Background: an optimization exercise with open tools, aiming at small area, a short achievable clock period and few clock cycles. Do not read the settings as production practice.
At most, simulation tests tie the RTL to the original design; equivalence was not proved.

==> run K: inputs <==
## nio61_qcf
module nio61_qcf (
    input  wire        clk,
    input  wire        rst,
    input  wire        host_we,
    input  wire [7:0]  host_addr,
    input  wire [31:0] host_wdata,
    output reg  [31:0] host_rdata,
    output wire        busy,
    output reg         tx_valid,
    output wire        tx_err,
    output wire [31:0] tx_data
);
Settings: LEC_CHECK=0, CAP_MARGIN=20, CORE_MARGIN=2, CORE_UTILIZATION=50, PLACE_DENSITY=0.65, SETUP_SLACK_MARGIN=1.5, SLEW_MARGIN=20; clock period 7.0 ns.
standard.sh (not shown) runs the stock make flow with config.mk's settings and CLKGATE_MAP_FILE= SYNTH_SCRIPT=/design/flow/synth_recipe.tcl, a recipe that flattens the netlist after the stock synthesis.
==> flow/flow/run.sh <==
#!/bin/bash
set -euo pipefail
export BUFFER_PORTS_ARGS="-buffer_cell sky130_fd_sc_hd__buf_2"
bash standard.sh > standard_flow.log 2>&1
==> run E (differences from run K) <==
--- a/flow/design.v
+++ b/flow/design.v
@@ -140,13 +140,13 @@
     wire [15:0] cu_out = (~cks_m | ~cks_last | ck_len[1:0] == 2'd0) ? cu_b4 :
                          (ck_len[1:0] == 2'd1) ? cu_b1 :
                          (ck_len[1:0] == 2'd2) ? cu_b2 : cu_b3;
     wire crc_rdy  = (c_prog == 2'd3);
     wire crc_bad  = (c_st != 16'd0);    
     reg  [26:0] ri;
-    wire [4:0]  rd = idle ? rs_digits[4:0] : q_digits[4:0];
+    wire [4:0]  rd = (idle & ~host_wdata[3]) ? rs_digits[4:0] : q_digits[4:0];
     wire [30:0] rz;
     genvar gk;
     generate for (gk = 0; gk < 27; gk = gk + 1) begin : g_rev
         assign rz[gk + 4] = ri[26 - gk];
     end endgenerate
     assign rz[3:0] = 4'd0;
@@ -194,25 +194,23 @@
     wire d_fin = (e_g[13:0] == 14'd0) | e_wz_n | (e_stp == 4'd7);
     wire [14:0] p_mask = ~(15'h7FFF >> dp);
     wire [31:0] p_word = {1'b1, 2'b00, e_neg & ~e_mz, e_g_st[15:1] & p_mask, b_addr13};
     wire [31:0] enc_w0 = {rq_client, rq_addr[23:8]};
     wire [31:0] enc_w1 = {rq_addr[7:0], rq_value, rq_vmax[15:8]};
     wire [31:0] enc_w2 = {rq_vmax[7:0], rq_digits, rq_cksum};
-    wire [31:0] nv_w1 = c_encreq ? enc_w1 : w_in_w1 ? host_wdata : in_w1;
-    wire [31:0] nv_w2 = c_encreq ? enc_w2 : w_in_w2 ? host_wdata : in_w2;
-    wire ld_p = w_in_w1 | w_in_w2 | c_encreq |
-                (c_proc & in12 & (e_job != J_PROC));
-    wire ld_q = w_q_value | w_q_vmax | (c_qenc & ~qd_bad & (e_job != J_QENC));
-    wire [15:0] ld_val  = ld_p ? nv_w1[23:8] : (w_q_value ? host_wdata[15:0] : q_value);
-    wire [15:0] ld_vmax = ld_p ? {nv_w1[7:0], nv_w2[31:24]} :
+    wire ld_p = w_in_w2 | (c_proc & in12 & (e_job != J_PROC));
+    wire ld_q = w_q_vmax | (c_qenc & ~qd_bad & (e_job != J_QENC));
+    wire ld_x = (w_in_w1 & (e_job == J_PROC)) | (w_q_value & (e_job == J_QENC));
+    wire [15:0] ld_val  = ld_p ? in_w1[23:8] : q_value;
+    wire [15:0] ld_vmax = ld_p ? {in_w1[7:0], (w_in_w2 ? host_wdata[31:24] : in_w2[31:24])} :
                           (w_q_vmax ? host_wdata[15:0] : q_vmax);
     wire [15:0] ld_mag  = ld_val[15] ? (~ld_val + 16'd1) : ld_val;
     wire        ld_nz   = (ld_val != 16'd0);
     always @(*) begin
         ri = 27'd0;
-        if (idle) begin
+        if (idle & ~host_wdata[3]) begin
             if (host_wdata[0]) ri = rs_pattern;               
             else begin                                        
                 for (gi = 0; gi < 15; gi = gi + 1) ri[gi] = out_word[27 - gi];
             end
         end else if (state == S_QENC) begin
             for (gi = 0; gi < 16; gi = gi + 1) ri[gi] = e_g[15 - gi];
@@ -231,13 +229,13 @@
     wire p_ok    = p_done & ~crc_bad & ~pd_bad;
     wire p_zero  = (b_value == 16'd0);
     wire p_mal   = c_proc & ~in12;
     wire k_cks   = c_cksum & ~ck_bad & ~ck_zero;    
     wire k_cksok = cks_m & cks_last;                
     wire q_encok = s_qenc & q_rdy;
-    wire q_decok = (state == S_QDFN);
+    wire q_decok = s_qdec & d_fin;
     wire st_we = c_ill | c_cksum | c_decreq | c_encreq | c_oct | c_encrsp | c_decrsp |
                  (c_qenc & qd_bad) | (c_qdec & qd_bad) | p_mal | p_done |
                  k_cksok | q_encok | q_decok;
     reg [3:0] st_code;
     always @(*) begin
         st_code = ST_OK;
@@ -255,20 +253,19 @@
     always @(*) begin
         state_d = state;
         case (state)
             S_IDLE: begin
                 if (k_cks) state_d = S_CKS;
                 if (c_qenc & ~qd_bad) state_d = S_QENC;
-                if (c_qdec & ~qd_bad) state_d = S_QDLD;
+                if (c_qdec & ~qd_bad) state_d = S_QDEC;
                 if (c_proc & in12 & p_wait) state_d = S_PROC;
             end
             S_PROC: if (p_done) state_d = S_IDLE;
             S_QENC: if (q_rdy) state_d = S_IDLE;
             S_QDLD: state_d = S_QDEC;
-            S_QDEC: if (d_fin) state_d = S_QDFN;
-            S_QDFN: state_d = S_IDLE;
+            S_QDEC: if (d_fin) state_d = S_IDLE;
             S_CKS:  if (cks_last) state_d = S_IDLE;
             default: state_d = S_IDLE;
         endcase
     end
     wire dr_in_w  = nr & c_encreq;
     wire dr_rq    = nr & c_decreq & in12;
@@ -300,13 +297,13 @@
         if (hwr(R_RQ_CKSUM) | dr_rq)  rq_cksum  <= dr_rq ? in_w2[15:0] : wd[15:0];
         if (hwr(R_Q_VALUE))           q_value   <= wd[15:0];
         if (hwr(R_Q_VMAX))            q_vmax    <= wd[15:0];
         if (hwr(R_Q_DIGITS))          q_digits  <= wd[7:0];
         if (hwr(R_Q_SIGN) | dr_qenc)  q_sign    <= dr_qenc ? (e_neg & ~e_mz) : wd[0];
         if (hwr(R_Q_PATTERN) | dr_qenc) q_pattern <= dr_qenc ? ro : wd[26:0];
-        if (hwr(R_Q_DVALUE) | dr_qdec)  q_dvalue  <= dr_qdec ? {{14{e_a[17]}}, e_a} : wd;
+        if (hwr(R_Q_DVALUE) | dr_qdec)  q_dvalue  <= dr_qdec ? {{14{e_a2[17]}}, e_a2} : wd;
         if (hwr(R_RS_VALID) | dr_drsp)  rs_valid  <= dr_drsp ? out_word[31] : wd[0];
         if (hwr(R_RS_SIGN) | dr_drsp)   rs_sign   <= dr_drsp ? out_word[28] : wd[0];
         if (hwr(R_RS_PATTERN) | dr_drsp) rs_pattern <= dr_drsp ? ro : wd[26:0];
         if (hwr(R_RS_DIGITS))           rs_digits <= wd[7:0];
         if (hwr(R_RS_ADDR) | dr_drsp | dr_oct)
             rs_addr <= dr_drsp ? {3'd0, out_word[12:0]} :
@@ -338,13 +335,13 @@
         if (e_run) begin
             e_a   <= e_a2;
             e_w   <= {{2{e_sub}}, e_w[15:2]};
             e_g   <= e_g_st;
             e_stp <= e_stp + 4'd1;
         end
-        if (rst) begin
+        if (rst | c_encreq | ld_x) begin
             e_job <= J_NONE;
             e_run <= 1'b0;
         end else if (ld_p | ld_q) begin
             e_job <= ld_p ? J_PROC : J_QENC;
             e_run <= 1'b1;
             e_a   <= {2'b00, ld_mag};
@@ -352,13 +349,13 @@
             e_g   <= {16{ld_nz}};
             e_stp <= 4'd0;
             e_dec <= 1'b0;
             e_sub <= 1'b1;
             e_neg <= ld_val[15];
             e_mz  <= ~ld_nz;
-        end else if (s_qdld) begin
+        end else if (c_qdec & ~qd_bad) begin
             e_job <= J_QDEC;
             e_run <= 1'b1;
             e_a   <= 18'd0;
             e_w   <= q_vmax ^ {16{q_sign}};
             e_g   <= {ro[0], ro[1], ro[2], ro[3], ro[4], ro[5], ro[6], ro[7],
                       ro[8], ro[9], ro[10], ro[11], ro[12], ro[13], ro[14], ro[15]};
- CAP_MARGIN: 20 -> 10
- CTS_BUF_LIST: unset -> sky130_fd_sc_hd__clkbuf_4 sky130_fd_sc_hd__clkbuf_8
- SLEW_MARGIN: 20 -> 10
==> run X (differences from run K) <==
--- a/flow/design.v
+++ b/flow/design.v
@@ -140,13 +140,13 @@
     wire [15:0] cu_out = (~cks_m | ~cks_last | ck_len[1:0] == 2'd0) ? cu_b4 :
                          (ck_len[1:0] == 2'd1) ? cu_b1 :
                          (ck_len[1:0] == 2'd2) ? cu_b2 : cu_b3;
     wire crc_rdy  = (c_prog == 2'd3);
     wire crc_bad  = (c_st != 16'd0);    
     reg  [26:0] ri;
-    wire [4:0]  rd = idle ? rs_digits[4:0] : q_digits[4:0];
+    wire [4:0]  rd = (idle & ~host_wdata[3]) ? rs_digits[4:0] : q_digits[4:0];
     wire [30:0] rz;
     genvar gk;
     generate for (gk = 0; gk < 27; gk = gk + 1) begin : g_rev
         assign rz[gk + 4] = ri[26 - gk];
     end endgenerate
     assign rz[3:0] = 4'd0;
@@ -194,25 +194,23 @@
     wire d_fin = (e_g[13:0] == 14'd0) | e_wz_n | (e_stp == 4'd7);
     wire [14:0] p_mask = ~(15'h7FFF >> dp);
     wire [31:0] p_word = {1'b1, 2'b00, e_neg & ~e_mz, e_g_st[15:1] & p_mask, b_addr13};
     wire [31:0] enc_w0 = {rq_client, rq_addr[23:8]};
     wire [31:0] enc_w1 = {rq_addr[7:0], rq_value, rq_vmax[15:8]};
     wire [31:0] enc_w2 = {rq_vmax[7:0], rq_digits, rq_cksum};
-    wire [31:0] nv_w1 = c_encreq ? enc_w1 : w_in_w1 ? host_wdata : in_w1;
-    wire [31:0] nv_w2 = c_encreq ? enc_w2 : w_in_w2 ? host_wdata : in_w2;
-    wire ld_p = w_in_w1 | w_in_w2 | c_encreq |
-                (c_proc & in12 & (e_job != J_PROC));
-    wire ld_q = w_q_value | w_q_vmax | (c_qenc & ~qd_bad & (e_job != J_QENC));
-    wire [15:0] ld_val  = ld_p ? nv_w1[23:8] : (w_q_value ? host_wdata[15:0] : q_value);
-    wire [15:0] ld_vmax = ld_p ? {nv_w1[7:0], nv_w2[31:24]} :
+    wire ld_p = w_in_w2 | (c_proc & in12 & (e_job != J_PROC));
+    wire ld_q = w_q_vmax | (c_qenc & ~qd_bad & (e_job != J_QENC));
+    wire ld_x = (w_in_w1 & (e_job == J_PROC)) | (w_q_value & (e_job == J_QENC));
+    wire [15:0] ld_val  = ld_p ? in_w1[23:8] : q_value;
+    wire [15:0] ld_vmax = ld_p ? {in_w1[7:0], (w_in_w2 ? host_wdata[31:24] : in_w2[31:24])} :
                           (w_q_vmax ? host_wdata[15:0] : q_vmax);
     wire [15:0] ld_mag  = ld_val[15] ? (~ld_val + 16'd1) : ld_val;
     wire        ld_nz   = (ld_val != 16'd0);
     always @(*) begin
         ri = 27'd0;
-        if (idle) begin
+        if (idle & ~host_wdata[3]) begin
             if (host_wdata[0]) ri = rs_pattern;               
             else begin                                        
                 for (gi = 0; gi < 15; gi = gi + 1) ri[gi] = out_word[27 - gi];
             end
         end else if (state == S_QENC) begin
             for (gi = 0; gi < 16; gi = gi + 1) ri[gi] = e_g[15 - gi];
@@ -231,13 +229,13 @@
     wire p_ok    = p_done & ~crc_bad & ~pd_bad;
     wire p_zero  = (b_value == 16'd0);
     wire p_mal   = c_proc & ~in12;
     wire k_cks   = c_cksum & ~ck_bad & ~ck_zero;    
     wire k_cksok = cks_m & cks_last;                
     wire q_encok = s_qenc & q_rdy;
-    wire q_decok = (state == S_QDFN);
+    wire q_decok = s_qdec & d_fin;
     wire st_we = c_ill | c_cksum | c_decreq | c_encreq | c_oct | c_encrsp | c_decrsp |
                  (c_qenc & qd_bad) | (c_qdec & qd_bad) | p_mal | p_done |
                  k_cksok | q_encok | q_decok;
     reg [3:0] st_code;
     always @(*) begin
         st_code = ST_OK;
@@ -255,20 +253,19 @@
     always @(*) begin
         state_d = state;
         case (state)
             S_IDLE: begin
                 if (k_cks) state_d = S_CKS;
                 if (c_qenc & ~qd_bad) state_d = S_QENC;
-                if (c_qdec & ~qd_bad) state_d = S_QDLD;
+                if (c_qdec & ~qd_bad) state_d = S_QDEC;
                 if (c_proc & in12 & p_wait) state_d = S_PROC;
             end
             S_PROC: if (p_done) state_d = S_IDLE;
             S_QENC: if (q_rdy) state_d = S_IDLE;
             S_QDLD: state_d = S_QDEC;
-            S_QDEC: if (d_fin) state_d = S_QDFN;
-            S_QDFN: state_d = S_IDLE;
+            S_QDEC: if (d_fin) state_d = S_IDLE;
             S_CKS:  if (cks_last) state_d = S_IDLE;
             default: state_d = S_IDLE;
         endcase
     end
     wire dr_in_w  = nr & c_encreq;
     wire dr_rq    = nr & c_decreq & in12;
@@ -300,13 +297,13 @@
         if (hwr(R_RQ_CKSUM) | dr_rq)  rq_cksum  <= dr_rq ? in_w2[15:0] : wd[15:0];
         if (hwr(R_Q_VALUE))           q_value   <= wd[15:0];
         if (hwr(R_Q_VMAX))            q_vmax    <= wd[15:0];
         if (hwr(R_Q_DIGITS))          q_digits  <= wd[7:0];
         if (hwr(R_Q_SIGN) | dr_qenc)  q_sign    <= dr_qenc ? (e_neg & ~e_mz) : wd[0];
         if (hwr(R_Q_PATTERN) | dr_qenc) q_pattern <= dr_qenc ? ro : wd[26:0];
-        if (hwr(R_Q_DVALUE) | dr_qdec)  q_dvalue  <= dr_qdec ? {{14{e_a[17]}}, e_a} : wd;
+        if (hwr(R_Q_DVALUE) | dr_qdec)  q_dvalue  <= dr_qdec ? {{14{e_a2[17]}}, e_a2} : wd;
         if (hwr(R_RS_VALID) | dr_drsp)  rs_valid  <= dr_drsp ? out_word[31] : wd[0];
         if (hwr(R_RS_SIGN) | dr_drsp)   rs_sign   <= dr_drsp ? out_word[28] : wd[0];
         if (hwr(R_RS_PATTERN) | dr_drsp) rs_pattern <= dr_drsp ? ro : wd[26:0];
         if (hwr(R_RS_DIGITS))           rs_digits <= wd[7:0];
         if (hwr(R_RS_ADDR) | dr_drsp | dr_oct)
             rs_addr <= dr_drsp ? {3'd0, out_word[12:0]} :
@@ -338,13 +335,13 @@
         if (e_run) begin
             e_a   <= e_a2;
             e_w   <= {{2{e_sub}}, e_w[15:2]};
             e_g   <= e_g_st;
             e_stp <= e_stp + 4'd1;
         end
-        if (rst) begin
+        if (rst | c_encreq | ld_x) begin
             e_job <= J_NONE;
             e_run <= 1'b0;
         end else if (ld_p | ld_q) begin
             e_job <= ld_p ? J_PROC : J_QENC;
             e_run <= 1'b1;
             e_a   <= {2'b00, ld_mag};
@@ -352,13 +349,13 @@
             e_g   <= {16{ld_nz}};
             e_stp <= 4'd0;
             e_dec <= 1'b0;
             e_sub <= 1'b1;
             e_neg <= ld_val[15];
             e_mz  <= ~ld_nz;
-        end else if (s_qdld) begin
+        end else if (c_qdec & ~qd_bad) begin
             e_job <= J_QDEC;
             e_run <= 1'b1;
             e_a   <= 18'd0;
             e_w   <= q_vmax ^ {16{q_sign}};
             e_g   <= {ro[0], ro[1], ro[2], ro[3], ro[4], ro[5], ro[6], ro[7],
                       ro[8], ro[9], ro[10], ro[11], ro[12], ro[13], ro[14], ro[15]};
- CAP_MARGIN: 20 -> 10
- CTS_BUF_LIST: unset -> sky130_fd_sc_hd__clkbuf_4 sky130_fd_sc_hd__clkbuf_8
- SETUP_SLACK_MARGIN: 1.5 -> 2.0
- SLEW_MARGIN: 20 -> 10
==> results.txt <==
                                                                           run X                    run E                    run K
Level count of the clock H-tree                                                3                        3                        2
Buffers outside the clock class                                              278                      241                      249
Global-route met3 utilization                                              0.229                    0.198                    0.258
Post-placement setup slack                                              0.857 ns                  1.21 ns                 0.966 ns
Leading cell type in the layout, fill and taps excluded                 edfxtp_1                 edfxtp_1                  nand2_1
Endpoint of the most critical setup path                          host_rdata[11]           host_rdata[10]                  e_a[11]
Final Non-Filler Cells                                                      4469                     4419                     4531
Pin count of the biggest net entering global routing                          91                       84                       60
Multi-input gate share of total cell area                                  0.485                    0.484                    0.484
Final #Nets                                                                 3639                     3603                     3739
Non-CTS inverters                                                             76                       76                       83
Flip-flop and latch share of the layout cell area                          0.378                    0.383                    0.381
Synth Instances                                                             3371                     3371                     3547
Buffer share of cell area                                                 0.0520                   0.0434                   0.0445
Total instance count after detailed placement                               4249                     4240                     4410
Detailed route wirelength on metal2                                     70600 um                 69500 um                 70800 um
Adder and majority gate portion of the synthesized area                   0.0384                   0.0384                   0.0381
Clock root cell                                                         clkbuf_8                 clkbuf_8                clkbuf_16
Total via count after detailed routing                                     33700                    33100                    34500
Initial cell density of the core                                           0.505                    0.505                    0.506
Met2 track demand over resource                                            0.708                    0.705                    0.718
Launch point of the worst hold path                                 rq_client[1]             rq_digits[5]                 e_job[1]
CP max FO                                                                     15                       25                       28
Post-Route WL                                                          177000 um                176000 um                184000 um
Outcome                                                  complete, no violations  complete, no violations  complete, no violations
Die H                                                                     261 um                   261 um                   262 um
Crit path required time                                                  5.60 ns                  5.60 ns                  7.53 ns
Testbench counts of run E, summed over its fixed seeds: cycles 69,166.
Testbench counts of run X, summed over its fixed seeds: cycles 69,166.
No functional check of the RTL was part of run K.

## port drivers added, routing unchanged
The results above use ideal ports. As a check the final layouts listed here were re-extracted and re-timed, cells and wires unchanged.
Step 1: set_driving_cell puts a clkbuf_16 on clk and a buf_2 on each other input, an assumption about the parent block.
Step 2 also shifts input and output timing later by t, the mid clock arrival at the registers, as if the neighbouring blocks saw the same clock.
Slacks: ideal / step 1 / step 2; pairs: ideal / step 1.
run | t, ns | setup WS [ns] | worst register clock-pin slew, ns | cell pins on the clock port's net
run K | 0.701 | 1.386 / 1.377 / 0.729 | 0.08 / 0.08 | 1
run E | 0.776 | 1.456 / 1.432 / 0.953 | 0.07 / 0.07 | 1
run X | 0.807 | 1.929 / 1.897 / 1.241 | 0.07 / 0.07 | 1
After both steps setup and hold are still met in every run listed. The setup slack of run X, which loses most, moves by -0.032 ns with the drivers and by -0.688 ns with both steps.
